Background: an optimization exercise with open tools, aiming at small area, a short achievable clock period and few clock cycles per item. Do not read the settings as production practice.
Power is estimated from default activity; no workload was simulated.

Setup of north:
## erf_crc0
module erf_crc0 (
    input  wire        clk,
    input  wire        rst,
    input  wire        in_valid,
    output reg         in_ready,
    input  wire [1:0]  in_op,
    input  wire [15:0] in_data,
    output reg         out_valid,
    input  wire        out_ready,
    output reg  [15:0] out_crc
);
    localparam [1:0] OP_BUILD  = 2'd0;
    localparam [1:0] OP_SEED   = 2'd1;
    localparam [1:0] OP_BYTE   = 2'd2;
    localparam [1:0] OP_FINISH = 2'd3;
    function [7:1] quot_inv;
        input [15:9] p;
        reg   [7:0]  a, f, g, r;
        integer      i, j;
        begin
            a = {p[9], p[10], p[11], p[12], p[13], p[14], p[15], 1'b1};   
            f = {1'b0, p[13], 1'b0, p[14], 1'b0, p[15], 1'b0, 1'b1};     
            g = {3'b000, p[15], 4'b0001};                                
            r = 8'h00;
            for (i = 0; i < 8; i = i + 1)
                for (j = 0; j <= i; j = j + 1)
                    r[i] = r[i] ^ (a[j] & f[i-j]);
            a = r;
            r = 8'h00;
            for (i = 0; i < 8; i = i + 1)
                for (j = 0; j <= i; j = j + 1)
                    r[i] = r[i] ^ (a[j] & g[i-j]);
            quot_inv = r[7:1];
        end
    endfunction
    function [15:0] table_of;
        input [15:0] poly;
        input [7:0]  h;
        input [7:0]  x;
        reg   [7:0]  q;      
        reg   [15:0] r;
        integer      i, m;
        begin
            for (i = 0; i < 8; i = i + 1) begin
  ...
Size: ~530 cells after synthesis, roughly 77 flip-flops, ~40 I/O pins.
clock: 8.0 ns
lec_check: 0
cap_margin: 20
core_margin: 2
core_utilization: 40
place_density: 0.6
slew_margin: 20
synth_hierarchical: 1
synth_memory_max_bits: 8192
standard.sh (not shown) runs the stock make flow with config.mk's settings and CLKGATE_MAP_FILE= SYNTH_SCRIPT=/design/flow/synth_recipe.tcl, a recipe that flattens the netlist after the stock synthesis.
==> flow/flow/run.sh <==
#!/bin/bash
# The standard layout (the standard.sh, unchanged synthesis) with four
# changes to how ORFS builds it:
#   - port buffers use buf_1 instead of the default clkdlybuf4s50_1
#   - clock tree synthesis without dummy loads, with clkbuf_4/clkbuf_8
#     and clusters of up to 30 sinks
#   - setup repair only resizes and swaps pins (no new buffers or clones)
set -euo pipefail
export SETUP_SLACK_MARGIN=5.5
export SETUP_MOVE_SEQUENCE="unbuffer,sizeup,swap"
export BUFFER_PORTS_ARGS="-buffer_cell sky130_fd_sc_hd__buf_1"
export CTS_ARGS="-sink_clustering_enable -repair_clock_nets -dont_use_dummy_load -buf_list {sky130_fd_sc_hd__clkbuf_4 sky130_fd_sc_hd__clkbuf_8} -sink_clustering_size 30"
bash standard.sh > standard.log 2>&1
Inputs modified between north and south:
- a change of PLACE_DENSITY from 0.6 to 0.7
- a change of CORE_UTILIZATION from 40 to 55
--- a/flow/flow/run.sh
+++ b/flow/flow/run.sh
@@ -2 +2 @@
-# The standard layout (the standard.sh, unchanged synthesis) with four
+# The standard layout (the standard.sh, unchanged synthesis) with three
@@ -7 +6,0 @@
-#   - setup repair only resizes and swaps pins (no new buffers or clones)
@@ -10 +8,0 @@
-export SETUP_MOVE_SEQUENCE="unbuffer,sizeup,swap"
Notes after the runs:
- south reached the final stage; the timing, design-rule and antenna checks on its layout passed.
- Status: clock transition at the registers of the reported paths parity (south, north)
- Changes observed in south relative to north: number of cells in the design after placement now smaller, register share of total power dropped 2.3 points, total power +10%, portion of total power attributed to the clock network has decreased, routed wire length has decreased.
- Against north, south reports a switching power total that is higher.
The following lists how east was set up differently from south:
- CORE_UTILIZATION: 55 -> 40
- PLACE_DENSITY: 0.7 -> 0.6
Results
- east finished every stage and its layout cleared the timing, design-rule and antenna checks.
- In the final design statistics, east uses more standard cells in total than south.
- Cell area after layout | east above south
- The leakage component of the power of east exceeds that of south by 2.6%.
- From south to east the numbers moved as follows: worst slack at placement up 0.029 ns; register-to-register setup slack climbed 0.06 ns; switching power rose by 2.1%; clock slew at the register clock pins of the worst setup and hold paths did not really move; depth of the most critical reg-to-reg path moved down.
- Relative to south, power share of the combinational group has gone up in east.
- east does better than south on time the worst path needs with I/O delays and setup.
- The global-route usage reported for east is smaller than that of south by 5.7 points.
- For south, the standard cell with the maximum stage delay on the critical path was xnor3_2, unlike east, where it was dfxtp_2.
### east -> west
- changing PLACE_DENSITY from 0.6 to 0.7
- changing CORE_UTILIZATION from 40 to 55
--- a/flow/flow/run.sh
+++ b/flow/flow/run.sh
@@ -2 +2 @@
-# The standard layout (the standard.sh, unchanged synthesis) with three
+# The standard layout (the standard.sh, unchanged synthesis) with four
@@ -6,0 +7 @@
+#   - setup repair only resizes and swaps pins (no new buffers or clones)
@@ -8,0 +10 @@
+export SETUP_MOVE_SEQUENCE="unbuffer,sizeup,swap"
==> comparison <==
Diff east and west: wire length higher in east. west leaves less setup margin than east. NOTE leakage dissipation east->west decreased by a little under 10%. Max via count across east and west: east. The final reports for west and east show overall power consumption lower in the former. Relative to east, west improves final area. Minimum setup slack after placement: west vs east down 0.029 ns. Delta (west minus east): relative area change from synthesis to final layout fell 6.3 points; maximum single-stage delay on the critical path rose 0.29 ns.
No functional check of the RTL was part of any run of this note.

==> separate check: timing with driven ports <==
In the flow no input, the clock included, has a driving cell. The finished layouts below were timed again as built, in two steps. Step 1 (the two cells are an assumption about what drives the block):
set clk [get_ports {clk}]
set_driving_cell -lib_cell sky130_fd_sc_hd__clkbuf_16 $clk
set_driving_cell -lib_cell sky130_fd_sc_hd__buf_2 [delete_from_list [all_inputs] $clk]
Step 2 also shifts input and output timing later by t, the mid clock arrival at the registers, as if the neighbouring blocks saw the same clock. Three values: no drivers, after step 1, after step 2; two values: the first two.
run	t, ns	slack for setup (ns)	hold slack, ns	worst setup path after step 2	slew at the worst register clock pin (ns)
north	0.377	5.506 / 5.503 / 5.175	0.460 / 0.460 / 0.460	input to register	0.08 / 0.08
south	0.384	5.487 / 5.465 / 5.158	0.460 / 0.460 / 0.460	input to register	0.09 / 0.09
east	0.377	5.534 / 5.501 / 5.172	0.459 / 0.459 / 0.459	input to register	0.08 / 0.08
west	0.385	5.404 / 5.404 / 5.163	0.458 / 0.458 / 0.458	input to register	0.09 / 0.09
After both steps setup and hold are still met in every run listed. The setup slack of east, which loses most, moves by -0.033 ns with the drivers and by -0.362 ns with both steps.
